Source: an optimization exercise on an open RTL-to-GDS flow (aim: small area, a short achievable clock period and few clock cycles per item). Production flows keep margins and buffers that such runs may drop.
In this exercise RTL edits were held to simulation tests only and were not proved equivalent to the original.

==> flow/design.v (outline; a module is shown in full before it is edited, if it fits) <==
// module sstv_tone_alu: 3100 lines
module sstv_tone_alu (
    input  wire        clk,
    input  wire        rst,
    input  wire        in_valid,
    output wire        in_ready,
    input  wire [1:0]  in_op,
    input  wire [31:0] in_a,
    input  wire [37:0] in_b,
    output wire        out_valid,
    input  wire        out_ready,
    output wire [31:0] out_res,
    output wire [37:0] out_n
);
  // ...
==> flow/flow/run.sh <==
#!/bin/bash
# Standard layout, with three changes:
# - between synthesis and floorplan, flow/fapol.py picks the polarity of each
#   full-adder cell so that fewer inverters sit between full adders (a full
#   adder is self-dual); registers and every other cell are left as the
#   standard synthesis made them;
# - timing repair aims for 12.5 ns of setup slack at the design's 18 ns clock
#   (the constraints themselves are unchanged);
# - the port buffers are plain buffers (sky130_fd_sc_hd__buf_1) instead of
#   delay buffers.
set -euo pipefail
R=orfs/results/${FLOW_PLATFORM}/sstv_tone_alu/base
bash standard.sh synth > synth.log 2>&1
cp "$R/1_2_yosys.v" "$R/1_2_yosys.std.v"
python3 flow/fapol.py "$R/1_2_yosys.std.v" "$R/1_2_yosys.v" > fapol.log 2>&1
rm -f "$R/1_synth.odb" "$R/1_synth.sdc"
export SETUP_SLACK_MARGIN=12.5
export BUFFER_PORTS_ARGS="-buffer_cell sky130_fd_sc_hd__buf_1"
bash standard.sh > layout.log 2>&1
==> flow/flow/fapol.py <==
#!/usr/bin/env python3
"""Remove inverters between full adders of a flat sky130hd Yosys netlist.

A full adder is self-dual: FA(~a, ~b, ~c) = (~sum, ~cout).  This script
chooses, for every full-adder cell, whether it computes its signals in true
or complemented form, so that as few inverters as possible are needed, and
rewrites the netlist.  Registers, ports and every other cell are untouched;
the function at every register input and output port is unchanged.

usage: fapol.py IN.v OUT.v
"""
import re
import sys
import collections

src = open(sys.argv[1]).read()

cell_re = re.compile(r'^(\s*)(sky130_fd_sc_hd__\w+)\s+(\S+)\s*\((.*?)\);\n', re.S | re.M)
pin_re = re.compile(r'\.(\w+)\(([^()]*)\)')
OUTP = {'X', 'Y', 'SUM', 'COUT', 'Q', 'Q_N', 'HI', 'LO'}

cells = []
for m in cell_re.finditer(src):
    typ, name, body = m.group(2), m.group(3), m.group(4)
    pins = [(p, n.strip()) for p, n in pin_re.findall(body)]
    cells.append({'type': typ, 'name': name, 'pins': pins, 'span': m.span()})

# module ports
hdr = re.search(r'module\s+\w+\s*\((.*?)\);', src, re.S)
outputs = set()
for m in re.finditer(r'^\s*output\s+(\[\d+:\d+\]\s*)?(\S+)\s*;', src, re.M):
    rng, nm = m.group(1), m.group(2)
    if rng:
        hi, lo = map(int, re.findall(r'\d+', rng))
        for i in range(lo, hi + 1):
            outputs.add(f'{nm}[{i}]')
    else:
        outputs.add(nm)


def esc(n):
    return n + ' ' if n.startswith('\\') else n


def is_inv(c):
    return re.match(r'sky130_fd_sc_hd__(inv|clkinv)_\d+$', c['type']) is not None


def is_fa(c):
    return re.match(r'sky130_fd_sc_hd__fa_\d+$', c['type']) is not None


driver = {}
loads = collections.defaultdict(list)   # net -> [(cell index, pin)]
for ci, c in enumerate(cells):
    for p, n in c['pins']:
        if p in OUTP:
            driver[n] = (ci, p)
        else:
            loads[n].append((ci, p))


def norm(n):
    # "\b_q[23] " style names keep their form; outputs listed as out_res[3]
    return n


# signal classes: follow inverter chains back to a root net
root = {}
par = {}


def find(n):
    if n in root:
        return root[n], par[n]
    d = driver.get(n)
    if d is not None and is_inv(cells[d[0]]):
        a = dict(cells[d[0]]['pins'])['A']
        r, p = find(a)
        root[n], par[n] = r, p ^ 1
    else:
        root[n], par[n] = n, 0
    return root[n], par[n]


allnets = set(driver) | set(loads)
for n in allnets:
    find(n)

# consumers of each class: (kind, cell index or net, pin, required parity w.r.t. root)
cons = collections.defaultdict(list)
for n in allnets:
    r, p = root[n], par[n]
    for ci, pin in loads[n]:
        if is_inv(cells[ci]):
            continue
        cons[r].append((ci, pin, p))
    if n in outputs or ('\\' + n) in outputs or n.replace('\\', '').strip() in outputs:
        cons[r].append((None, n, p))

fa_idx = [ci for ci, c in enumerate(cells) if is_fa(c)]
x = {ci: 0 for ci in fa_idx}
drv_fa = {}
for r in cons:
    d = driver.get(r)
    if d is not None and is_fa(cells[d[0]]):
        drv_fa[r] = d[0]


def need(r):
    f = drv_fa.get(r)
    base = x[f] if f is not None else 0
    for ci, pin, p in cons[r]:
        q = p ^ base ^ (x[ci] if ci is not None and ci in x else 0)
        if q:
            return 1
    return 0


# classes touched by flipping each FA
touch = collections.defaultdict(set)
for r in cons:
    if r in drv_fa:
        touch[drv_fa[r]].add(r)
    for ci, pin, p in cons[r]:
        if ci is not None and ci in x:
            touch[ci].add(r)

before = sum(need(r) for r in cons)
improved = True
rounds = 0
while improved and rounds < 50:
    improved = False
    rounds += 1
    for f in fa_idx:
        cs = touch[f]
        old = sum(need(r) for r in cs)
        x[f] ^= 1
        new = sum(need(r) for r in cs)
        if new < old:
            improved = True
        else:
            x[f] ^= 1
after = sum(need(r) for r in cons)
print(f'inverted classes: {before} -> {after} ({rounds} rounds)', file=sys.stderr)

# ----------------------------------------------------------------------
# rebuild: every class r has a true net (its root name) and, if needed,
# a complement net driven by one inverter.
# ----------------------------------------------------------------------
newcells = []      # (type, name, pins)
compl_name = {}
inv_names = [cells[ci]['name'] for ci, c in enumerate(cells) if is_inv(c)]
inv_types = {}
extra = 0
new_wires = []


def cname(r):
    global extra
    if r not in compl_name:
        extra += 1
        nm = f'_fapol_{extra}_'
        compl_name[r] = nm
        new_wires.append(nm)
    return compl_name[r]


# net that carries (root value ^ q) as seen physically: for a flipped driver
# the driver pin produces root ^ 1
def phys(r, q):
    """name of a net carrying value(root) ^ q"""
    f = drv_fa.get(r)
    flipped = x[f] if f is not None else 0
    # the driver output net carries root ^ flipped.  keep root name on the
    # driver output; if flipped, the name r carries ~value.
    if q == flipped:
        return r
    return cname(r)


pin_map = {}   # (ci, pin) -> new net
for r in cons:
    for ci, pin, p in cons[r]:
        if ci is None:
            continue
        q = p ^ (x[ci] if ci in x else 0)
        pin_map[(ci, pin)] = phys(r, q)

# output ports: they must carry their original value; port net name n
# equals some class member; if the physical net differs, drive the port
# through a buffer-free rename is impossible, so insert an inverter or keep.
port_fix = []
for r in cons:
    for ci, pin, p in cons[r]:
        if ci is None:
            n = pin
            want = phys(r, p)
            if want != n:
                port_fix.append((n, want))

# inverters needed: for each class with a complement net, one inverter
# from the driver net to the complement net
inv_needed = []
for r, nm in compl_name.items():
    inv_needed.append((r, nm))

# now emit: drop all old inverters, re-pin other cells
out = []
last = 0
n_inv = 0
for ci, c in enumerate(cells):
    s, e = c['span']
    out.append(src[last:s])
    last = e
    if is_inv(c):
        continue
    pins = []
    for p, n in c['pins']:
        if p in OUTP:
            pins.append((p, n))
        else:
            pins.append((p, pin_map.get((ci, p), n)))
    ind = re.match(r'\s*', src[s:e]).group(0)
    body = ',\n'.join(f'    .{p}({esc(n)})' for p, n in pins)
    out.append(f'{ind}{c["type"]} {c["name"]} (\n{body}\n  );\n')
tail = src[last:]
# complement nets and their inverters
decl = ''.join(f'  wire {w};\n' for w in new_wires)
invs = ''
k = 0
for r, nm in inv_needed:
    k += 1
    invs += f'  sky130_fd_sc_hd__inv_1 _fapol_inv_{k}_ (\n    .A({esc(r)}),\n    .Y({esc(nm)})\n  );\n'
# ports driven by a complement: the port net name must stay; an output port
# that now would need the other polarity gets an inverter from the class net
for n, want in port_fix:
    raise SystemExit(f'port {n} needs rewiring: not handled')
body = ''.join(out)
m = re.search(r'\n(\s*)wire ', body)
body = body[:m.start() + 1] + decl + body[m.start() + 1:]
body = body + ''
tail = tail.replace('endmodule', invs + 'endmodule', 1)
open(sys.argv[2], 'w').write(body + tail)
print(f'inverters: {len(inv_names)} -> {k}', file=sys.stderr)
==> flow/standard.sh <==
#!/bin/bash
# synth_recipe.tcl (not shown) runs the flow's synth.tcl, then flattens the netlist and writes it again
# the make line also repeats each setting of config.mk as NAME=value (left out here)
make -C /OpenROAD-flow-scripts/flow DESIGN_CONFIG=/design/flow/config.mk WORK_HOME=/design/flow/orfs CLKGATE_MAP_FILE= SYNTH_SCRIPT=/design/flow/synth_recipe.tcl "${@:-finish}"
==> flow/config.mk <==
export PLATFORM = sky130hd
export DESIGN_NAME = sstv_tone_alu
export DESIGN_NICKNAME = sstv_tone_alu
export VERILOG_FILES = /design/flow/design.v
export SDC_FILE = /design/flow/constraint.sdc
export NUM_CORES = 4
export LEC_CHECK = 0
export CAP_MARGIN = 20
export CORE_MARGIN = 2
export CORE_UTILIZATION = 60
export CTS_BUF_LIST = sky130_fd_sc_hd__clkbuf_4 sky130_fd_sc_hd__clkbuf_8
export PLACE_DENSITY = 0.75
export SLEW_MARGIN = 20
==> flow/constraint.sdc <==
create_clock -name core_clock -period 18.0 [get_ports {clk}]
set_input_delay 3.6000 -clock core_clock [delete_from_list [all_inputs] [get_ports {clk}]]
set_output_delay 3.6000 -clock core_clock [all_outputs]
set_load 0.01 [all_outputs]
==> flow_metrics.py, run 1 <==
metrics = {
    "status": {
        "status": "complete, no violations",
    },
    "detailed_routing": {
        "wirelength_met1_mm": 53.6,
        "wl_met2_mm": 66.6,
        "routed.top_layer": "met5",
        "routedWlPerCell_um": 32.0,
        "vias": 31100,
        "routed_wl_mm": 149,
    },
    "cells_and_area": {
        "reg.largest.list": "ns1: 40 flops, m2: 39 flops, nc1: 39 flops",
        "syn2layout_area_growth_pct": 10.3,
        "clock_buffers": 128,
        "multi_input_area_share_pct": 54.5,
        "sh_seq_area_pct": 32.6,
        "nets": 4521,
        "post-route-cell-area_um2": 45300,
        "signal_buffers": 261,
        "fin_util_pct": 67.2,
    },
    "grt": {
        "grt-ovfl-total": 0,
        "grt_pass1_vias": 31500,
        "grt_most_used_layer": "met2",
        "grtUsageMet3_pct": 12.2,
    },
    "timing": {
        "fin_ws_ns": 12.46,
        "tightestPinTransition_ns": 1.19,
        "max_freq_mhz": 180,
    },
    "cts": {
        "clk-insertion-delay-late_ns": 0.72,
        "cts.repair.resized": 26,
        "cts_root_buffer": "clkbuf_8",
    },
    "worst_setup_path": {
        "cpLargestDelayFamily": "adder cells",
        "endpoint": "q3[26]$_DFFE_PN_",
        "rrSetupSlack_ns": 12.46,
        "cpPeakStageDelay_ns": 0.56,
        "critPathBufInv": 3,
        "cp-start-kind": "flip-flop",
    },
    "die": {
        "dieArea_um2": 70500,
        "die_x_um": 266,
        "n_tap_cell": 873,
    },
    "placed_design": {
        "place_hpwl_mm": 113,
        "place_area_um2": 42500,
    },
    "logic_synthesis": {
        "syn_area_um2": 41000,
        "synth_cells": 3538,
        "syn_area_per_cell_um2": 11.6,
    },
    "worst_hold_path": {
        "hold_end": "n3[2]$_DFFE_PN_",
    },
    "run": {
        "max_cap_violations": 0,
    },
}
Testbench counts, summed over its fixed seeds: cycles 5,616, items 4,312.
==> run 2, diff against run 1 <==
--- a/flow/design.v
+++ b/flow/design.v
@@ -1009,16 +1009,17 @@
     wire at564 = (at412 & at487) | (at486 & (at412 ^ at487));
     wire at565 = tp331 ^ at488;
     wire at566 = tp331 & at488;
     wire [39:0] ta = {at566, at565, at563, at561, at559, at557, at555, at553, at551, at549, at547, at545, at543, at541, at539, at537, at535, at533, at531, at529, at527, at525, at523, at521, at519, at517, at515, at513, at511, at509, at507, at505, at503, at501, at499, at497, at495, at493, at491, at413};
     wire [39:0] tb = {1'b0, at564, at562, at560, at558, at556, at554, at552, at550, at548, at546, at544, at542, at540, at538, at536, at534, at532, at530, at528, at526, at524, at522, at520, at518, at516, at514, at512, at510, at508, at506, at504, at502, at500, at498, at496, at494, at492, at490, at489};
     wire [15:0] dw = b_q[15:0];
     wire [15:0] r0 = b_q[31:16];       
     wire [31:0] q0 = a_q;
+    wire dskip = ~scale0 & (cnt == 4'd0) & ({2'd0, a_q[31:18]} < dw);
     wire [16:0] t0 = {r0, q0[31]};
     wire [16:0] d0 = t0 - {1'b0, dw};
     wire        g0 = t0[16] | ~d0[16];
     wire [15:0] r1 = g0 ? d0[15:0] : t0[15:0];
     wire [31:0] q1 = {q0[30:0], g0};
     wire [16:0] t1 = {r1, q1[31]};
     wire [16:0] d1 = t1 - {1'b0, dw};
     wire        g1 = t1[16] | ~d1[16];
@@ -3058,20 +3059,23 @@
                 sel_ry <= in_pix & ~in_a[25] &  in_a[24];
                 sel_by <= in_pix &  in_a[25] & ~in_a[24];
                 sel_y  <= in_pix & ~(in_a[25] ^ in_a[24]);
                 bd     <= in_b[7:0] & {8{in_op == 2'd1}};
                 a_q    <= in_a;
                 b_q    <= {in_b[37:32], in_b[31:16] & {16{in_op != 2'd2}}, in_b[15:0]};
                 cnt    <= 4'd0;
             end else begin
-                cnt <= cnt + 4'd1;
+                cnt <= dskip ? 4'd7 : cnt + 4'd1;
                 bd <= b_q[15:8] & {8{scale0}};
                 if (scale0) begin
                     b_q[31:0] <= {lo, b_q[31:8]};
+                end else if (dskip) begin
+                    a_q <= {a_q[17:0], 14'd0};
+                    b_q[31:16] <= {2'd0, a_q[31:18]};
                 end else begin
                     a_q <= q2;
                     b_q[31:16] <= r2;
                 end
             end
             pix1   <= pix0;
             scale1 <= scale0;
             early1 <= cnt != 4'd3;
==> run 2 against run 1 <==
Net effect: sequential share of layout area down 0.68 points; utilization about the same; register-to-register slack about the same; maximum frequency about the same; non-clock buffer count up 38; die area up 1.9%; global-route usage up 1.5 points; final cell count up 5.3%; critical endpoint is now q3[7]$_DFFE_PN_; highest routed layer unchanged.
==> flow_metrics.py, run 2 <==
metrics = {
    "grt": {
        "grt_pass1_wl_mm": 224,
        "grt-ovfl-total": 0,
        "grt_pass1_vias": 33200,
        "grt_max_degree": 114,
        "track_usage_pct": 44.1,
        "antenna_found_initial": 4,
    },
    "timing": {
        "fin_ws_ns": 12.45,
        "fin_crit_sh_pct": 30.8,
        "maxSlewViolCount": 0,
        "clock_skew_ns": 0.0361,
        "max_freq_mhz": 180,
        "finalSetupViolations": 0,
        "period_minus_slack_ns": 5.55,
        "rsz0062_at_grt": "yes",
        "hold_viol": 0,
        "max_slew_margin_pct": 9.94,
        "fin_setup_tns_ns": 0,
        "tightestPinTransition_ns": 1.32,
    },
    "cells_and_area": {
        "reg.largest.list": "ns1: 40 flops, m2: 39 flops, nc1: 39 flops",
        "syn2layout_area_growth_pct": 10.5,
        "fin_util_pct": 67.2,
        "post-route-cell-area_um2": 46200,
        "layout_common_cells": "fa_1 (496), edfxtp_1 (440), inv_1 (320)",
        "largest_reg_flops": 40,
        "top_register": "ns1",
        "layout_commonest_cell": "fa_1",
        "nets": 4730,
        "layout-drive-gt1-share_pct": 11.6,
    },
    "logic_synthesis": {
        "ys_warn_count": 1,
        "synth_cells": 3705,
        "syn_nets": 4538,
        "syn_area_per_cell_um2": 11.3,
        "syn_area_um2": 41800,
    },
    "detailed_routing": {
        "routedWlPerCell_um": 32.0,
        "via_per_inst": 6.72,
        "drt_pass1_iterations": 8,
        "routed_wl_mm": 157,
        "drt_iter0_markers": 4288,
        "ant_nets": 0,
        "vias": 32900,
        "drc": 0,
    },
    "die": {
        "dieArea_um2": 71900,
        "core_um2": 68800,
        "die_x_um": 268,
        "start_util_pct": 60.8,
        "ios": 148,
        "die_h_um": 268,
        "core.rowCount": 96,
    },
    "worst_setup_path": {
        "path_max_fanout": 6,
        "worstRegToRegCells": 18,
        "timing.critical_path.mode_cell": "fa_1",
        "reg2reg_from": "m2[32]$_DFFE_PN_",
        "path_cells": "clkinvlp_4 > fa_2 > fa_1 > fa_1 > fa_1 > fa_1 > ha_2 > o21ai_2 > a22oi_2 > a41o_1 > buf_4 > buf_4 > nand2_1 > nand2_1 > nand3_1 > nand2_1 > a21oi_1 > xnor2_1",
        "cpPeakStageDelay_ns": 0.62,
        "cp_slowest_cell": "fa_2",
        "endpoint": "q3[7]$_DFFE_PN_",
        "reg2reg_to": "q3[7]$_DFFE_PN_",
        "cp-start-kind": "flip-flop",
        "crit_required_ns": 18.40,
        "rrSetupSlack_ns": 12.45,
        "path_class": "reg -> reg",
        "cp.arrival_ns": 5.95,
        "cp-end-kind": "flip-flop",
        "cp-startpoint": "m2[32]$_DFFE_PN_",
    },
    "cts": {
        "htreeDepth": 3,
        "clk-insertion-delay-late_ns": 0.71,
        "clkTransAtPathRegs_ns": 0.06,
        "cts_sinks": 517,
        "cts_buffers": 86,
        "cts_tree": "yes",
        "clockBufferDepth": 3,
        "cts_root_buffer": "clkbuf_8",
    },
    "worst_hold_path": {
        "worstHoldPathCells": 0,
        "hp-class": "reg -> reg",
    },
    "run": {
        "max_cap_violations": 0,
    },
    "placed_design": {
        "place_hpwl_mm": 117,
        "numPortBuffers": 147,
        "place.gp.congestion": 1.06,
        "place_ws_ns": 11.47,
        "place_area_um2": 43500,
    },
    "status": {
        "status": "complete, no violations",
    },
}
## run 2: layout make-up
cell class	count	area [µm²]
multi-input combinational	2661	25500
clock inverter	35	357
fill	5245	22600
sequential	517	14800
clock buffer	122	1480
timing repair buffer	299	1720
antenna	5	12.5
tap	931	1160
inverter	332	1270
## run 2: worst min path at each step
| stage | from | to | slack, ns |
|---|---|---|---|
| global placement | n2[35]$_DFFE_PN_ | n3[35]$_DFFE_PN_ | 0.40 |
| global route | n2[0]$_DFFE_PN_ | n3[0]$_DFFE_PN_ | 0.42 |
| floorplan | m2[0]$_SDFFCE_PN0N_ | ml3[0]$_DFFE_PN_ | 0.40 |
| finish | n2[18]$_DFFE_PN_ | n3[18]$_DFFE_PN_ | 0.39 |
| detailed placement | m2[0]$_SDFFCE_PN0N_ | ml3[0]$_DFFE_PN_ | 0.40 |
| CTS | m2[5]$_DFFE_PN_ | ml3[5]$_DFFE_PN_ | 0.41 |
## run 2: metrics by stage
stage / instances / hold slack, ns
after floorplan: 3705 / 0.400
after global placement: 4668 / 0.401
after global routing: 4898 / 0.421
after CTS: 4868 / 0.413
final: 4902 / 0.391
after detailed placement: 4668 / 0.405
## run 2: layer usage
layer / vias to the layer above / wire (µm) / track usage (%)
met2: 2443 / 69200 / 67.5
met1: 16200 / 55200 / 53.9
met4: 2 / 12700 / 28.4
li1: 13600 / - / -
met3: 698 / 19600 / 14.5
met5: - / 13 / 0
## run 2: what timing repair did
action | 4_1_cts | 5_1_grt
gates resized for setup | 40 | 50
gates cloned | 2 | 1
hold buffers | 0 | 0
endpoints found under the setup margin | 73 | 84
buffers inserted | 41 | 28
pin swaps | 18 | 30
## run 2: worst max-delay path, delay by kind of cell, from the launching register on
kind | cells | cell delay [ns]
xor+xnor | 1 | 0.50
simple gates | 4 | 0.35
buf+inv | 3 | 0.44
flops | 1 | 0.41
compound gates | 4 | 0.64
fa+ha+maj | 6 | 2.92
Testbench counts of run 2, summed over its fixed seeds: cycles 5,232, items 4,312.
==> run 3, diff against run 2 <==
--- a/flow/config.mk
+++ b/flow/config.mk
@@ -9,5 +9,5 @@
 export CORE_MARGIN = 2
-export CORE_UTILIZATION = 60
+export CORE_UTILIZATION = 65
 export CTS_BUF_LIST = sky130_fd_sc_hd__clkbuf_4 sky130_fd_sc_hd__clkbuf_8
-export PLACE_DENSITY = 0.75
+export PLACE_DENSITY = 0.8
 export SLEW_MARGIN = 20
==> run 3 against run 2 <==
Net effect: the layout now fails its checks (capacitance limit, slew limit); first-iteration DRC count grew 20%; synthesized cell count is the same; flip-flop and latch count unchanged; register-to-register slack worse by 0.63 ns; area after synthesis stayed put; utilization up 4.9 points.
==> flow_metrics.py, run 3 <==
metrics = {
    "status": {
        "status": "finished with violations",
        "failed_checks": "capacitance limit, slew limit",
    },
    "grt": {
        "met1_usage_pct": 57.2,
        "grt-ovfl-total": 0,
        "grt_use_met2_pct": 71.1,
        "grt_most_used_layer": "met2",
        "grt_pass1_vias": 33800,
        "track_usage_pct": 47.3,
        "grt_max_degree": 136,
        "grt_pass1_wl_mm": 226,
        "grtUsageMet3_pct": 16.2,
        "antenna_found_initial": 7,
    },
    "cts": {
        "cts_tree": "yes",
        "clockBufferDepth": 3,
        "clkTransAtPathRegs_ns": 0.07,
        "cts_buffers": 84,
        "clk-insertion-delay-late_ns": 0.75,
        "cts_root_buffer": "clkbuf_8",
        "htreeDepth": 3,
        "cts_sinks": 517,
    },
    "detailed_routing": {
        "ant_nets": 0,
        "routedWlPerCell_um": 33.9,
        "drt_pass1_iterations": 15,
        "via_per_inst": 7.08,
        "drt_iter0_markers": 5147,
        "vias": 34100,
        "drc": 0,
        "routed_wl_mm": 163,
    },
    "timing": {
        "clock_skew_ns": 0.0639,
        "hold_viol": 0,
        "max_freq_mhz": 162,
        "period_minus_slack_ns": 6.18,
        "max_slew_margin_pct": -72.4,
        "fin_crit_sh_pct": 34.3,
        "maxSlewViolCount": 2,
        "tightestPinTransition_ns": 2.56,
        "rsz0062_at_grt": "yes",
        "fin_setup_tns_ns": 0,
        "finalSetupViolations": 0,
    },
    "cells_and_area": {
        "multiInputGateArea_um2": 25500,
        "layout_commonest_cell": "fa_1",
        "fill_cells": 4358,
        "nets": 4728,
        "layout-drive-gt1-share_pct": 11.8,
        "layout_common_cells": "fa_1 (489), edfxtp_1 (440), inv_1 (317)",
        "fin_util_pct": 72.1,
        "reg.largest.list": "ns1: 40 flops, m2: 39 flops, nc1: 39 flops",
        "syn2layout_area_growth_pct": 10.3,
        "seqCellArea_um2": 14800,
        "largest_reg_flops": 40,
        "top_register": "ns1",
    },
    "placed_design": {
        "place_hpwl_mm": 115,
        "numPortBuffers": 147,
        "place.gp.congestion": 1.11,
    },
    "die": {
        "start_util_pct": 65.4,
        "die_x_um": 258,
        "die_h_um": 258,
        "core.rowCount": 93,
        "dieArea_um2": 66400,
        "ios": 148,
        "core_um2": 64000,
    },
    "logic_synthesis": {
        "syn_area_per_cell_um2": 11.3,
        "syn_area_um2": 41800,
        "ys_warn_count": 1,
        "synth_cells": 3705,
        "syn_nets": 4538,
    },
    "worst_setup_path": {
        "endpoint": "res_o[25]$_DFFE_PP_",
        "worstRegToRegCells": 17,
        "reg2reg_from": "q3[23]$_DFFE_PN_",
        "crit_required_ns": 18.42,
        "cp-startpoint": "q3[23]$_DFFE_PN_",
        "path_class": "reg -> reg",
        "reg2reg_to": "res_o[25]$_DFFE_PP_",
        "cp-end-kind": "flip-flop",
        "rrSetupSlack_ns": 11.82,
        "cp.arrival_ns": 6.60,
        "path_max_fanout": 6,
        "cp-start-kind": "flip-flop",
    },
    "worst_hold_path": {
        "hp-class": "reg -> reg",
    },
    "run": {
        "max_cap_violations": 1,
    },
}
-- run 3: layout make-up --
class	count	area share, %
well taps	855	2.32
inverters	332	2.76
clock inverters	32	0.786
multi-input cells	2660	55.2
repair buffers	300	3.78
diodes	2	0.0108
flip-flops and latches	517	32.0
clock buffers	118	3.14
-- run 3: worst max-delay path, cell delays in order, from the launching register on --
cell      delay, ns
edfxtp_1       0.85
fa_1           0.58
fa_1           0.53
fa_1           0.59
fa_1           0.43
ha_1           0.31
a21o_1         0.17
a211oi_2       0.20
o21ai_1        0.12
buf_4          0.15
o22a_2         0.23
and3_4         0.21
nor4b_4        0.26
buf_4          0.22
buf_6          0.15
nand4_1        0.41
xor2_1         0.37
o21ai_1        0.11
-- run 3: timing repair --
action	in CTS	in global routing
buffers inserted	37	42
resized for setup	36	58
pin swaps	7	55
hold buffers	0	0
endpoints found under the setup margin	49	46
-- run 3: worst min path at each step --
stage | startpoint | end | slack (ns) | cells after the start
after detailed placement | m2[1]$_DFFE_PN_ | ml3[1]$_DFFE_PN_ | 0.40 | 0
after global routing | n2[8]$_DFFE_PN_ | n3[8]$_DFFE_PN_ | 0.41 | 0
final | n2[10]$_DFFE_PN_ | n3[10]$_DFFE_PN_ | 0.40 | 0
after floorplan | m2[0]$_SDFFCE_PN0N_ | ml3[0]$_DFFE_PN_ | 0.40 | 0
after CTS | n2[10]$_DFFE_PN_ | n3[10]$_DFFE_PN_ | 0.40 | 0
after global placement | n2[13]$_DFFE_PN_ | n3[13]$_DFFE_PN_ | 0.40 | 0
-- run 3: per-stage QoR --
stage          cells  area, µm²  hold slack, ns  worst slack (ns)
2_1_floorplan   3705      41900           0.400             12.54
3_3_place_gp    4584      43300           0.401             11.81
3_5_place_dp    4584      43300           0.405             11.67
4_1_cts         4771      45600           0.402             12.50
5_1_grt         4816      46100           0.406             11.74
6_report        4816      46100           0.404             11.82
-- run 3: per-layer routing --
| metal | up-vias | share of wire (%) |
|---|---|---|
| met5 | - | 0.028 |
| met4 | 6 | 10 |
| met3 | 1013 | 14 |
| met2 | 3094 | 43 |
| met1 | 16400 | 33 |
| li1 | 13600 | - |
==> run 4, diff against run 3 <==
--- a/flow/config.mk
+++ b/flow/config.mk
@@ -9,5 +9,5 @@
 export CORE_MARGIN = 2
-export CORE_UTILIZATION = 65
+export CORE_UTILIZATION = 55
 export CTS_BUF_LIST = sky130_fd_sc_hd__clkbuf_4 sky130_fd_sc_hd__clkbuf_8
-export PLACE_DENSITY = 0.8
+export PLACE_DENSITY = 0.7
 export SLEW_MARGIN = 20
==> run 4 against run 3 <==
Net effect: now clean on timing, DRC and antenna; final cell count is 2.8% higher; synthesized cell count stayed put; highest routed layer unchanged; cell area up 0.41%; maximum frequency rose by 14%; global-route usage fell by 7.1 points; die area grew 18%; clock skew is 0.0050 ns lower; wire length fell by 4.1%; utilization decreased by 11 points.
==> flow_metrics.py, run 4 <==
metrics = {
    "cts": {
        "clockBufferDepth": 3,
        "clk-insertion-delay-late_ns": 0.75,
        "htreeDepth": 3,
        "hold_buffers": 0,
        "cts_sinks": 517,
        "cts_buffers": 89,
        "cts_root_buffer": "clkbuf_8",
        "clkTransAtPathRegs_ns": 0.08,
        "cts_tree": "yes",
    },
    "grt": {
        "grt_pass1_wl_mm": 224,
        "grt-ovfl-total": 0,
        "antenna_found_initial": 6,
        "grt_pass1_vias": 32600,
        "grt_max_degree": 164,
        "track_usage_pct": 40.2,
    },
    "logic_synthesis": {
        "synth_cells": 3705,
        "syn_area_um2": 41800,
        "ys_warn_count": 1,
        "syn_area_per_cell_um2": 11.3,
        "syn_nets": 4538,
    },
    "die": {
        "core.rowCount": 101,
        "ios": 148,
        "start_util_pct": 55.4,
        "dieArea_um2": 78300,
        "core_um2": 75600,
        "die_h_um": 280,
        "die_x_um": 280,
    },
    "worst_setup_path": {
        "path_class": "reg -> reg",
        "reg2reg_to": "ns1[28]$_DFFE_PN_",
        "cp-end-kind": "flip-flop",
        "cp-start-kind": "flip-flop",
        "cpLargestDelayFamily": "adder cells",
        "cp.arrival_ns": 5.93,
        "cpPeakStageDelay_ns": 0.93,
        "path_cells": "buf_4 > inv_1 > buf_4 > nor2_1 > a2111oi_0 > fa_1 > fa_1 > fa_1 > fa_1 > fa_1 > inv_1",
        "cp_slowest_cell": "nor2_1",
        "critPathBufInv": 4,
        "crit_required_ns": 18.49,
        "worstRegToRegCells": 11,
        "reg2reg_from": "sel_y$_DFFE_PP_",
        "rrSetupSlack_ns": 12.56,
        "timing.critical_path.mode_cell": "fa_1",
        "path_max_fanout": 42,
    },
    "worst_hold_path": {
        "worstHoldPathCells": 0,
        "hp-start": "m2[4]$_DFFE_PN_",
        "hp-class": "reg -> reg",
        "hold_end": "ml3[4]$_DFFE_PN_",
    },
    "detailed_routing": {
        "vias": 32400,
        "ant_nets": 0,
        "routedWlPerCell_um": 31.6,
        "via_per_inst": 6.55,
        "routed_wl_mm": 157,
        "drt_pass1_iterations": 9,
        "drt_iter0_markers": 4096,
        "drc": 0,
    },
    "timing": {
        "max_freq_mhz": 184,
        "max_slew_margin_pct": 14.7,
        "clock_skew_ns": 0.0589,
        "worst_hold_slack_ns": 0.408,
        "maxSlewViolCount": 0,
        "tightestPinTransition_ns": 1.27,
        "fin_crit_sh_pct": 30.2,
        "rsz0062_at_grt": "yes",
        "fin_setup_tns_ns": 0,
        "finalSetupViolations": 0,
        "fin_ws_ns": 12.56,
        "hold_viol": 0,
        "period_minus_slack_ns": 5.44,
    },
    "cells_and_area": {
        "layout-drive-gt1-share_pct": 11.6,
        "layout_common_cells": "fa_1 (497), edfxtp_1 (440), inv_1 (316)",
        "stdcell_count": 4951,
        "largest_reg_flops": 40,
        "reg.largest.list": "ns1: 40 flops, m2: 39 flops, nc1: 39 flops",
        "top_register": "ns1",
        "nets": 4730,
        "syn2layout_area_growth_pct": 10.7,
        "layout_commonest_cell": "fa_1",
    },
    "placed_design": {
        "place_hpwl_mm": 118,
        "numPortBuffers": 147,
        "place_ws_ns": 11.75,
        "dp.cells": 4708,
        "place.gp.congestion": 1.08,
    },
    "run": {
        "max_cap_violations": 0,
    },
    "status": {
        "status": "complete, no violations",
    },
}
==> run 4: worst register-to-register path, delay by kind of cell (launching register included) <==
family | cells | cell delay [ns]
DFF | 1 | 0.33
buffers and inverters | 4 | 0.93
and+or+nand+nor | 1 | 0.94
AOI/OAI and AO/OA | 1 | 0.31
adders and majority gates | 5 | 2.69
==> run 4: worst max-delay path by stage <==
stage | from | end | depth (start not counted)
finish | sel_y$_DFFE_PP_ | ns1[28]$_DFFE_PN_ | 11
global placement | a_q[31]$_DFFE_PP_ | b_q[17]$_DFFE_PN_ | 22
detailed placement | a_q[31]$_DFFE_PP_ | b_q[17]$_DFFE_PN_ | 22
global route | m2[31]$_DFFE_PN_ | q3[24]$_DFFE_PN_ | 17
floorplan | m2[31]$_DFFE_PN_ | q3[25]$_DFFE_PN_ | 16
CTS | q3[2]$_DFFE_PN_ | res_o[15]$_DFFE_PP_ | 15
==> run 4: what timing repair did <==
action,CTS,global route
setup buffers,36,37
gates resized for setup,25,54
pin swaps,8,43
cloned,0,2
endpoints found under the setup margin,71,89
==> run 4: final cells by class <==
class / instances / area, µm²
antenna: 3 / 7.51
clock buffer: 125 / 1550
clock inverter: 39 / 399
fill: 6180 / 29200
inverter: 332 / 1270
multi-input combinational: 2661 / 25400
sequential: 517 / 14800
tap: 978 / 1220
timing repair buffer: 296 / 1730
==> run 4: metrics by stage <==
| step | instance area (µm²) | util (%) |
|---|---|---|
| final | 46300 | 61.3 |
| after detailed placement | 43500 | 57.6 |
| after global placement | 43500 | 57.6 |
| after CTS | 45800 | 60.6 |
| after floorplan | 41900 | - |
| after global routing | 46300 | 61.3 |
==> run 4: layer usage <==
layer	GRT usage (%)	routed length [µm]	part of all wire, %
met5	0	51	0.033
met4	25.4	12300	7.8
met3	11.0	17200	11
met2	62.1	69400	44
met1	50.2	57500	37
==> run 5, diff against run 4 <==
--- a/flow/config.mk
+++ b/flow/config.mk
@@ -9,5 +9,5 @@
 export CORE_MARGIN = 2
-export CORE_UTILIZATION = 55
+export CORE_UTILIZATION = 50
 export CTS_BUF_LIST = sky130_fd_sc_hd__clkbuf_4 sky130_fd_sc_hd__clkbuf_8
-export PLACE_DENSITY = 0.7
+export PLACE_DENSITY = 0.65
 export SLEW_MARGIN = 20
==> run 5 against run 4 <==
Net effect: critical path type unchanged; flip-flop and latch count unchanged; clock skew down 0.013 ns; critical path depth up 7; worst hold slack better by 0.0081 ns; utilization down 5.3 points; critical endpoint is now q3[13]$_DFFE_PN_; non-clock buffer count up 8; area after synthesis unchanged; die area up 9.9%; synthesized cell count unchanged; worst setup slack worse by 0.031 ns.
==> flow_metrics.py, run 5 <==
metrics = {
    "run": {
        "max_cap_violations": 0,
    },
    "cells_and_area": {
        "top_register": "ns1",
        "largest_reg_flops": 40,
        "layout-drive-gt1-share_pct": 12.2,
        "seqCellArea_um2": 14800,
        "layout_commonest_cell": "fa_1",
        "layout_common_cells": "fa_1 (496), edfxtp_1 (440), inv_1 (318)",
        "fill_cells": 7186,
        "syn2layout_area_growth_pct": 11.5,
        "reg.largest.list": "ns1: 40 flops, m2: 39 flops, nc1: 39 flops",
        "nets": 4739,
        "multiInputGateArea_um2": 25500,
    },
    "die": {
        "ios": 148,
        "core_um2": 83300,
        "die_h_um": 293,
        "core.rowCount": 106,
        "dieArea_um2": 86000,
        "die_x_um": 293,
        "start_util_pct": 50.2,
    },
    "cts": {
        "hold_buffers": 0,
        "clockBufferDepth": 3,
        "htreeDepth": 3,
        "cts_root_buffer": "clkbuf_8",
        "cts_sinks": 517,
        "clk-insertion-delay-late_ns": 0.75,
        "cts_buffers": 90,
        "clkTransAtPathRegs_ns": 0.06,
        "cts_tree": "yes",
    },
    "grt": {
        "grt_pass1_vias": 32400,
        "grt-ovfl-total": 0,
        "antenna_found_initial": 3,
        "grt_pass1_wl_mm": 224,
        "track_usage_pct": 36.3,
        "grt_max_degree": 112,
    },
    "detailed_routing": {
        "vias": 32200,
        "drt_iter0_markers": 3592,
        "drc": 0,
        "routed_wl_mm": 156,
        "via_per_inst": 6.35,
        "ant_nets": 0,
        "routedWlPerCell_um": 30.7,
        "drt_pass1_iterations": 9,
    },
    "timing": {
        "hold_viol": 0,
        "period_minus_slack_ns": 5.47,
        "max_slew_margin_pct": 11.9,
        "rsz0062_at_grt": "yes",
        "fin_setup_tns_ns": 0,
        "maxSlewViolCount": 0,
        "fin_crit_sh_pct": 30.4,
        "finalSetupViolations": 0,
        "clock_skew_ns": 0.0457,
        "max_freq_mhz": 183,
        "worst_hold_slack_ns": 0.416,
        "tightestPinTransition_ns": 1.29,
    },
    "status": {
        "status": "complete, no violations",
    },
    "placed_design": {
        "numPortBuffers": 147,
        "place.gp.congestion": 1.06,
        "place_hpwl_mm": 119,
    },
    "logic_synthesis": {
        "ys_warn_count": 1,
        "synth_cells": 3705,
        "syn_area_um2": 41800,
        "syn_area_per_cell_um2": 11.3,
        "syn_nets": 4538,
    },
    "worst_setup_path": {
        "cp.arrival_ns": 5.90,
        "cp-start-kind": "flip-flop",
        "rrSetupSlack_ns": 12.53,
        "path_max_fanout": 4,
        "cp-startpoint": "m2[32]$_DFFE_PN_",
        "crit_required_ns": 18.43,
        "reg2reg_from": "m2[32]$_DFFE_PN_",
        "path_class": "reg -> reg",
        "cp-end-kind": "flip-flop",
    },
    "worst_hold_path": {
        "hp-class": "reg -> reg",
        "hp-start": "n2[9]$_DFFE_PN_",
    },
}
==> run 5: critical path, cell delays in order, from the launching register on <==
cell and delay (ns):
edfxtp_1 0.41, clkinvlp_4 0.17, buf_6 0.15, fa_1 0.45, fa_1 0.51, inv_2 0.05
fa_1 0.48, fa_1 0.50, fa_1 0.57, ha_4 0.23, a21oi_2 0.12, nor2b_1 0.07
a41o_1 0.24, a21bo_2 0.24, and2_1 0.20, nand3_2 0.10, o21ai_2 0.07, fa_2 0.40
xor2_2 0.19
==> run 5: path summary, 6_finish.rpt <==
check                     endpoint  cells after the start
setup / recovery  q3[13]$_DFFE_PN_                     18
hold reg to reg    n3[9]$_DFFE_PN_                      0
hold / removal     n3[9]$_DFFE_PN_                      0
setup reg to reg  q3[13]$_DFFE_PN_                     18
==> run 5: metal layers <==
layer / GRT usage, % / vias up / share of wire (%)
met3: 9.24 / 601 / 9.7
met2: 56.4 / 1998 / 45
met5: 0 / - / 0.015
met1: 45.9 / 15900 / 38
li1: - / 13700 / -
met4: 22.3 / 4 / 7.6
==> run 5: through the flow <==
step,utilization (%),setup slack (ns),cells,area (µm²)
2_1_floorplan,-,12.54,3705,41900
3_3_place_gp,52.4,11.67,4817,43700
3_5_place_dp,52.4,11.57,4817,43700
4_1_cts,55.4,12.50,5027,46200
5_1_grt,56.0,12.35,5062,46700
6_report,56.0,12.53,5065,46700
==> run 5: layout make-up <==
cell class | instances | share of cell area [%]
clock inverter | 37 | 0.946
multi-input combinational | 2661 | 54.6
inverter | 332 | 2.73
antenna | 5 | 0.0268
tap | 1080 | 2.90
timing repair buffer | 304 | 3.82
sequential | 517 | 31.6
clock buffer | 129 | 3.40
==> run 5: what timing repair did <==
action / in CTS / in global routing
resized for setup: 41 / 54
buffers inserted: 42 / 32
pin swaps: 17 / 36
endpoints found under the setup margin: 60 / 63
cloned: 2 / 0
==> run 6, diff against run 5 <==
--- a/flow/flow/run.sh
+++ b/flow/flow/run.sh
@@ -6,3 +6,3 @@
 #   standard synthesis made them;
-# - timing repair aims for 12.5 ns of setup slack at the design's 18 ns clock
+# - timing repair aims for 12.2 ns of setup slack at the design's 18 ns clock
 #   (the constraints themselves are unchanged);
@@ -16,3 +16,3 @@
 rm -f "$R/1_synth.odb" "$R/1_synth.sdc"
-export SETUP_SLACK_MARGIN=12.5
+export SETUP_SLACK_MARGIN=12.2
 export BUFFER_PORTS_ARGS="-buffer_cell sky130_fd_sc_hd__buf_1"
--- a/flow/config.mk
+++ b/flow/config.mk
@@ -9,5 +9,5 @@
 export CORE_MARGIN = 2
-export CORE_UTILIZATION = 50
+export CORE_UTILIZATION = 60
 export CTS_BUF_LIST = sky130_fd_sc_hd__clkbuf_4 sky130_fd_sc_hd__clkbuf_8
-export PLACE_DENSITY = 0.65
+export PLACE_DENSITY = 0.75
 export SLEW_MARGIN = 20
==> run 6 against run 5 <==
Net effect: global-route usage increased by 7.2 points; count of clock-buffer cells in the layout decreased by 3; via count increased by 1.2%; flip-flop and latch count unchanged; utilization increased by 11 points; maximum frequency decreased by 2.8%; final cell count decreased by 3.8%; non-clock buffer count decreased by 36.
==> flow_metrics.py, run 6 <==
metrics = {
    "cells_and_area": {
        "syn2layout_area_growth_pct": 9.79,
        "layout_common_cells": "fa_1 (503), edfxtp_1 (440), inv_1 (325)",
        "layout-drive-gt1-share_pct": 10.1,
        "largest_reg_flops": 40,
        "layout_commonest_cell": "fa_1",
        "reg.largest.list": "ns1: 40 flops, m2: 39 flops, nc1: 39 flops",
        "nets": 4699,
        "post-route-cell-area_um2": 45900,
        "top_register": "ns1",
    },
    "detailed_routing": {
        "routed_wl_mm": 154,
        "routed.top_layer": "met5",
        "via_per_inst": 6.69,
        "wl_met2_mm": 67.9,
        "drc": 0,
        "vias": 32600,
        "wl_met3_mm": 18.6,
        "drt_iter0_markers": 4490,
        "drt_pass1_iterations": 9,
        "routedWlPerCell_um": 31.7,
        "wirelength_met1_mm": 55.9,
        "ant_nets": 0,
    },
    "logic_synthesis": {
        "syn_area_um2": 41800,
        "syn_nets": 4538,
        "ys_warn_count": 1,
        "synth_cells": 3705,
        "syn_area_per_cell_um2": 11.3,
    },
    "worst_setup_path": {
        "cpPeakStageDelay_ns": 0.76,
        "path_class": "reg -> reg",
        "timing.critical_path.mode_cell": "fa_1",
        "cp.arrival_ns": 6.19,
        "cp-start-kind": "flip-flop",
        "cp-end-kind": "flip-flop",
        "path_max_fanout": 5,
        "cp_slowest_cell": "edfxtp_1",
        "path_cells": "fa_1 > fa_1 > fa_1 > fa_1 > ha_1 > a21o_1 > a211oi_1 > o21ai_0 > or3_4 > and3_4 > nor4b_4 > nand4_2 > or3_1 > a31oi_1",
        "crit_required_ns": 18.56,
    },
    "timing": {
        "hold_viol": 0,
        "max_slew_margin_pct": 15.3,
        "rsz0062_at_grt": "no",
        "maxSlewViolCount": 0,
        "max_freq_mhz": 178,
        "tightestPinTransition_ns": 1.27,
        "fin_setup_tns_ns": 0,
        "worst_hold_slack_ns": 0.387,
        "period_minus_slack_ns": 5.62,
        "fin_crit_sh_pct": 31.2,
        "clock_skew_ns": 0.0590,
        "finalSetupViolations": 0,
    },
    "run": {
        "max_cap_violations": 0,
    },
    "cts": {
        "hold_buffers": 0,
        "htreeDepth": 3,
        "clockBufferDepth": 3,
        "cts_tree": "yes",
        "cts_sinks": 517,
        "clk-insertion-delay-late_ns": 0.75,
        "cts_root_buffer": "clkbuf_8",
        "cts_buffers": 87,
        "clkTransAtPathRegs_ns": 0.06,
    },
    "die": {
        "core_um2": 68800,
        "die_x_um": 268,
        "ios": 148,
        "start_util_pct": 60.8,
        "die_h_um": 268,
        "dieArea_um2": 71900,
        "core.rowCount": 96,
    },
    "placed_design": {
        "place_area_um2": 43400,
        "numPortBuffers": 147,
        "place_hpwl_mm": 117,
        "place.gp.congestion": 1.10,
    },
    "grt": {
        "grt_pass1_wl_mm": 221,
        "track_usage_pct": 43.6,
        "grt-ovfl-total": 0,
        "grt_max_degree": 135,
        "grt_pass1_vias": 32100,
        "antenna_found_initial": 2,
    },
    "status": {
        "status": "complete, no violations",
    },
    "worst_hold_path": {
        "hp-class": "reg -> reg",
    },
}
-- run 6: cell types whose count changed in the layout (fill, tap and decap cells not counted), moves of 5 or more --
| cell | before | now |
|---|---|---|
| buf_4 | 148 | 116 |
| fa_1 | 496 | 503 |
| fa_2 | 7 | 0 |
| ha_1 | 248 | 254 |
| inv_1 | 318 | 325 |
| inv_2 | 7 | 1 |
| o21ai_0 | 169 | 174 |
| o21ai_2 | 9 | 3 |
-- run 6: worst paths after layout --
path | startpoint | to | slack, ns | cells after the start
setup / recovery | q3[13]$_DFFE_PN_ | res_o[27]$_DFFE_PP_ | 12.38 | 14
setup reg to reg | q3[13]$_DFFE_PN_ | res_o[27]$_DFFE_PP_ | 12.38 | 14
hold / removal | n2[17]$_DFFE_PN_ | n3[17]$_DFFE_PN_ | 0.39 | 0
hold reg to reg | n2[17]$_DFFE_PN_ | n3[17]$_DFFE_PN_ | 0.39 | 0
-- run 6: layer usage --
layer | track usage, % | vias to the layer above
met4 | 26.9 | 2
met1 | 54.6 | 16000
met3 | 13.9 | 655
met5 | 0 | -
met2 | 66.1 | 2362
li1 | - | 13600
-- run 6: critical path: cells and delay by family, from the launching register on --
| kind | cells | cell delay, ns |
|---|---|---|
| AO/OA/AOI/OAI | 4 | 0.75 |
| adder cells (fa/ha/maj) | 5 | 2.39 |
| flip-flops | 1 | 0.76 |
| AND/OR/NAND/NOR | 5 | 1.53 |
-- run 6: stage by stage --
step	worst slack [ns]	instances	util (%)
detailed placement	11.71	4663	63.1
floorplan	12.21	3705	-
global placement	11.74	4663	63.1
global route	12.18	4867	66.7
CTS	12.21	4833	66.3
finish	12.38	4870	66.7
-- run 6: cell type report --
cell class	count	area, µm²
clock inverters	32	488
multi-input cells	2660	25200
fillers	5274	22900
clock buffers	126	1570
inverters	332	1270
repair buffers	268	1480
well taps	931	1160
diodes	4	10.0
flip-flops and latches	517	14800
-- run 6: repair_timing --
item | 4_1_cts | 5_1_grt
gates resized for setup | 11 | 16
gates cloned | 0 | 1
setup buffers | 12 | 31
setup endpoints to repair | 28 | 73
pin swaps | 0 | 1
==> run 7, diff against run 6 <==
--- a/flow/flow/run.sh
+++ b/flow/flow/run.sh
@@ -6,3 +6,3 @@
 #   standard synthesis made them;
-# - timing repair aims for 12.2 ns of setup slack at the design's 18 ns clock
+# - timing repair aims for 12.8 ns of setup slack at the design's 18 ns clock
 #   (the constraints themselves are unchanged);
@@ -16,3 +16,3 @@
 rm -f "$R/1_synth.odb" "$R/1_synth.sdc"
-export SETUP_SLACK_MARGIN=12.2
+export SETUP_SLACK_MARGIN=12.8
 export BUFFER_PORTS_ARGS="-buffer_cell sky130_fd_sc_hd__buf_1"
==> run 7 against run 6 <==
Net effect: still clean on timing, DRC and antenna; flip-flop and latch count stayed put; global-route usage down 0.16 points; sequential share of layout area shrank 0.75 points; worst hold slack is essentially flat; maximum frequency grew 3.2%; critical endpoint is now q3[18]$_DFFE_PN_; largest cell class unchanged.
==> flow_metrics.py, run 7 <==
metrics = {
    "timing": {
        "period_minus_slack_ns": 5.45,
        "clock_skew_ns": 0.0429,
        "hold_viol": 0,
        "fin_setup_tns_ns": 0,
        "tightestPinTransition_ns": 1.26,
        "rsz0062_at_grt": "yes",
        "max_slew_margin_pct": 15.8,
        "max_freq_mhz": 184,
        "fin_crit_sh_pct": 30.3,
        "finalSetupViolations": 0,
        "maxSlewViolCount": 0,
    },
    "detailed_routing": {
        "drt_pass1_iterations": 10,
        "routed.top_layer": "met5",
        "routedWlPerCell_um": 31.2,
        "wirelength_met1_mm": 54.5,
        "drt_iter0_markers": 4585,
        "vias": 33100,
        "wl_met2_mm": 66.7,
        "ant_nets": 0,
        "drc": 0,
        "routed_wl_mm": 155,
        "wl_met3_mm": 19.6,
        "via_per_inst": 6.69,
    },
    "grt": {
        "grt_max_degree": 118,
        "track_usage_pct": 43.4,
        "grt_pass1_wl_mm": 222,
        "grt-ovfl-total": 0,
        "grt_pass1_vias": 33200,
        "antenna_found_initial": 7,
    },
    "cells_and_area": {
        "nets": 4774,
        "largest_reg_flops": 40,
        "layout_common_cells": "fa_1 (493), edfxtp_1 (440), inv_1 (317)",
        "top_register": "ns1",
        "layout-drive-gt1-share_pct": 13.8,
        "syn2layout_area_growth_pct": 12.4,
        "fill_cells": 5144,
        "layout_commonest_cell": "fa_1",
        "fin_util_pct": 68.3,
        "reg.largest.list": "ns1: 40 flops, m2: 39 flops, nc1: 39 flops",
    },
    "placed_design": {
        "numPortBuffers": 147,
        "place.gp.congestion": 1.10,
        "place_hpwl_mm": 114,
    },
    "cts": {
        "clockBufferDepth": 3,
        "clkTransAtPathRegs_ns": 0.06,
        "hold_buffers": 0,
        "cts_buffers": 87,
        "cts_sinks": 517,
        "htreeDepth": 3,
        "cts_tree": "yes",
        "clk-insertion-delay-late_ns": 0.72,
        "cts_root_buffer": "clkbuf_8",
    },
    "worst_setup_path": {
        "cp-end-kind": "flip-flop",
        "path_class": "reg -> reg",
        "reg2reg_to": "q3[18]$_DFFE_PN_",
        "reg2reg_from": "m2[34]$_DFFE_PN_",
        "worstRegToRegCells": 19,
        "rrSetupSlack_ns": 12.55,
        "crit_required_ns": 18.45,
        "cp-start-kind": "flip-flop",
        "cp.arrival_ns": 5.90,
        "path_max_fanout": 3,
    },
    "logic_synthesis": {
        "syn_area_um2": 41800,
        "syn_nets": 4538,
        "synth_cells": 3705,
        "ys_warn_count": 1,
        "syn_area_per_cell_um2": 11.3,
    },
    "die": {
        "start_util_pct": 60.8,
        "core.rowCount": 96,
        "dieArea_um2": 71900,
        "die_h_um": 268,
        "die_x_um": 268,
        "core_um2": 68800,
        "ios": 148,
    },
    "worst_hold_path": {
        "worstHoldPathCells": 0,
        "hold_end": "n3[17]$_DFFE_PN_",
        "hp-class": "reg -> reg",
        "hp-start": "n2[17]$_DFFE_PN_",
    },
    "status": {
        "status": "complete, no violations",
    },
    "run": {
        "max_cap_violations": 0,
    },
}
## run 7: how the worst max path moves through the flow
stage               slack [ns]         startpoint           endpoint  cells past startpoint
finish                   12.55   m2[34]$_DFFE_PN_   q3[18]$_DFFE_PN_                     19
global route             12.41   m2[34]$_DFFE_PN_   q3[18]$_DFFE_PN_                     18
CTS                      12.58   m2[31]$_DFFE_PN_   q3[23]$_DFFE_PN_                     16
detailed placement       11.86  a_q[31]$_DFFE_PP_  b_q[16]$_DFFE_PN_                     23
global placement         11.91  a_q[31]$_DFFE_PP_  b_q[16]$_DFFE_PN_                     23
floorplan                12.81   m2[31]$_DFFE_PN_   q3[13]$_DFFE_PN_                     16
## run 7: through the flow
stage          hold WS (ns)  instances  cell area (µm²)  worst slack (ns)
6_report              0.387       4950            47000             12.55
5_1_grt               0.397       4946            47000             12.41
4_1_cts               0.385       4918            46400             12.58
3_5_place_dp          0.405       4660            43500             11.86
3_3_place_gp          0.401       4659            43500             11.91
2_1_floorplan         0.400       3705            42000             12.81
## run 7: area by class of cell
cell class	count	area (µm²)	area share [%]
clock inverter	42	405	0.862
clock buffer	119	1470	3.12
multi-input combinational	2661	25800	54.9
timing repair buffer	342	2150	4.57
antenna	6	15.0	0.0319
tap	931	1160	2.48
sequential	517	14800	31.4
inverter	332	1270	2.70
## run 7: repair_timing
action                     4_1_cts  5_1_grt
buffers inserted                95       25
gates cloned                     2        1
gates resized for setup         63      107
pin swaps                       40       51
setup endpoints to repair      101      111
## run 7: worst max-delay path, stage by stage (launching register included)
cell and delay, ns:
edfxtp_1 0.47, buf_6 0.17, fa_1 0.52, fa_1 0.50, inv_1 0.05, fa_1 0.47, fa_1 0.53, fa_1 0.57
ha_4 0.21, a21oi_2 0.12, nor2b_1 0.06, a41o_1 0.27, a21bo_4 0.26, a21oi_4 0.23, buf_4 0.15, buf_4 0.11
o21ai_4 0.07, a21oi_2 0.18, o21bai_1 0.09, xor2_1 0.14
## run 7: routing by layer
metal  vias to the layer above  track usage, %
li1                      13700               -
met1                     16100            54.2
met2                      2539            64.7
met3                       732            13.2
met4                         2            30.8
met5                         -               0
==> run 8, diff against run 7 <==
--- a/flow/config.mk
+++ b/flow/config.mk
@@ -9,5 +9,5 @@
 export CORE_MARGIN = 2
-export CORE_UTILIZATION = 60
+export CORE_UTILIZATION = 55
 export CTS_BUF_LIST = sky130_fd_sc_hd__clkbuf_4 sky130_fd_sc_hd__clkbuf_8
-export PLACE_DENSITY = 0.75
+export PLACE_DENSITY = 0.7
 export SLEW_MARGIN = 20
==> run 8 against run 7 <==
Net effect: area after synthesis did not move; wire length grew 0.48%; via count fell by 1.0%; maximum frequency down 1.1%; final cell count up 1.3%; global-route usage is 4.0 points lower; highest routed layer unchanged; still clean on timing, DRC and antenna; register-to-register slack got worse by 0.06 ns; first-iteration DRC count shrank 10%; non-clock buffer count up 26; die area up 9.0%.
==> flow_metrics.py, run 8 <==
metrics = {
    "status": {
        "status": "complete, no violations",
    },
    "detailed_routing": {
        "ant_nets": 0,
        "drt_pass1_iterations": 8,
        "drt_iter0_markers": 4121,
        "drc": 0,
        "via_per_inst": 6.54,
        "vias": 32800,
        "routedWlPerCell_um": 31.0,
        "routed_wl_mm": 155,
    },
    "die": {
        "dieArea_um2": 78300,
        "core_um2": 75600,
        "ios": 148,
        "core.rowCount": 101,
        "die_x_um": 280,
        "start_util_pct": 55.4,
        "die_h_um": 280,
    },
    "worst_setup_path": {
        "cp-start-kind": "flip-flop",
        "cp_slowest_cell": "edfxtp_1",
        "cp.arrival_ns": 5.91,
        "reg2reg_from": "q3[21]$_DFFE_PN_",
        "cpPeakStageDelay_ns": 0.39,
        "rrSetupSlack_ns": 12.49,
        "cp-end-kind": "flip-flop",
        "crit_required_ns": 18.41,
        "reg2reg_to": "res_o[21]$_DFFE_PP_",
        "worstRegToRegCells": 38,
        "path_class": "reg -> reg",
        "timing.critical_path.mode_cell": "buf_4",
        "path_max_fanout": 2,
    },
    "cells_and_area": {
        "stdcell_count": 5015,
        "fin_util_pct": 62.7,
        "fill_cells": 6066,
        "layout_common_cells": "fa_1 (489), edfxtp_1 (440), inv_1 (313)",
        "layout-drive-gt1-share_pct": 15.3,
        "reg.largest.list": "ns1: 40 flops, m2: 39 flops, nc1: 39 flops",
        "nets": 4798,
        "largest_reg_flops": 40,
        "layout_commonest_cell": "fa_1",
        "syn2layout_area_growth_pct": 13.2,
        "top_register": "ns1",
    },
    "cts": {
        "cts_root_buffer": "clkbuf_8",
        "cts_tree": "yes",
        "cts_sinks": 517,
        "cts_buffers": 85,
        "hold_buffers": 0,
        "clk-insertion-delay-late_ns": 0.73,
        "clockBufferDepth": 3,
        "htreeDepth": 3,
        "clkTransAtPathRegs_ns": 0.06,
    },
    "placed_design": {
        "place_ws_ns": 11.69,
        "dp.cells": 4708,
        "place_hpwl_mm": 114,
        "place.gp.congestion": 1.10,
        "numPortBuffers": 147,
    },
    "timing": {
        "max_slew_margin_pct": 25.2,
        "hold_viol": 0,
        "clock_skew_ns": 0.0747,
        "finalSetupViolations": 0,
        "rsz0062_at_grt": "yes",
        "period_minus_slack_ns": 5.51,
        "maxSlewViolCount": 0,
        "fin_crit_sh_pct": 30.6,
        "fin_ws_ns": 12.49,
        "tightestPinTransition_ns": 1.12,
        "fin_setup_tns_ns": 0,
        "max_freq_mhz": 182,
    },
    "worst_hold_path": {
        "hp-start": "n2[16]$_DFFE_PN_",
        "hold_end": "n3[16]$_DFFE_PN_",
        "worstHoldPathCells": 0,
        "hp-class": "reg -> reg",
    },
    "logic_synthesis": {
        "syn_area_per_cell_um2": 11.3,
        "syn_area_um2": 41800,
        "synth_cells": 3705,
        "ys_warn_count": 1,
        "syn_nets": 4538,
    },
    "grt": {
        "grt_pass1_vias": 32600,
        "grt_max_degree": 108,
        "antenna_found_initial": 7,
        "track_usage_pct": 39.4,
        "grt_pass1_wl_mm": 221,
        "grt-ovfl-total": 0,
    },
    "run": {
        "max_cap_violations": 0,
    },
}
-- run 8: routing by layer --
layer	track usage, %	vias to the layer above	wire (µm)
li1	-	13800	-
met1	49.1	16000	56500
met2	60.5	2269	68200
met3	10.3	713	16900
met4	26.6	4	13700
met5	0	-	23
-- run 8: area by class of cell --
type	count	area [µm²]	share of cell area, %
clock buffers	124	1510	3.18
diodes	5	12.5	0.0264
repair buffers	368	2340	4.93
clock inverters	30	292	0.615
multi-input cells	2661	25900	54.8
flip-flops and latches	517	14800	31.2
inverters	332	1290	2.72
well taps	978	1220	2.58
-- run 8: critical path, delay by kind of cell (launching register included) --
family	cells	cell delay [ns]
AO/OA/AOI/OAI	1	0.09
buffers and inverters	36	4.50
flip-flops	1	0.39
XOR/XNOR	1	0.23
-- run 8: metrics by stage --
stage	hold WS, ns	instance area [µm²]
CTS	0.370	46400
finish	0.358	47400
detailed placement	0.405	43600
global route	0.381	47400
floorplan	0.400	42000
global placement	0.401	43600
-- run 8: repair_timing --
item	CTS	global route
hold endpoints to repair	0	0
buffers inserted	104	39
resized for setup	65	152
endpoints found under the setup margin	101	104
pin swaps	36	59
gates cloned	3	0
-- run 8: how the worst max path moves through the flow --
stage	to	slack, ns	start	cells after the start
floorplan	q3[13]$_DFFE_PN_	12.81	m2[31]$_DFFE_PN_	16
global placement	b_q[16]$_DFFE_PN_	11.77	a_q[31]$_DFFE_PP_	23
detailed placement	b_q[16]$_DFFE_PN_	11.69	a_q[31]$_DFFE_PP_	23
CTS	q3[25]$_DFFE_PN_	12.62	m2[34]$_DFFE_PN_	17
global route	q3[22]$_DFFE_PN_	12.50	m2[32]$_DFFE_PN_	17
finish	res_o[21]$_DFFE_PP_	12.49	q3[21]$_DFFE_PN_	38

## what the ideal ports hide
In the flow no input, the clock included, has a driving cell. The finished layouts below were timed again as built, in two steps. Step 1 assumes that a clkbuf_16 drives the clock port and a buf_2 every other input. Step 2 also shifts input and output timing later by t, the mid clock arrival at the registers, as if the neighbouring blocks saw the same clock. a / b / c = ideal ports / drivers / drivers and shift; a / b = the first two.
| run | t, ns | setup WS [ns] | worst slew at a driven data input, ns |
|---|---|---|---|
| run 1 | 0.770 | 12.455 / 12.455 / 12.455 | 0.12 |
| run 2 | 0.761 | 12.452 / 12.452 / 12.452 | 0.11 |
| run 3 | 0.784 | 11.822 / 11.822 / 11.822 | 0.10 |
| run 4 | 0.785 | 12.563 / 12.563 / 12.563 | 0.18 |
| run 5 | 0.791 | 12.533 / 12.533 / 12.533 | 0.16 |
| run 6 | 0.783 | 12.376 / 12.376 / 12.376 | 0.16 |
| run 7 | 0.760 | 12.551 / 12.551 / 12.551 | 0.15 |
| run 8 | 0.762 | 12.492 / 12.492 / 12.492 | 0.23 |
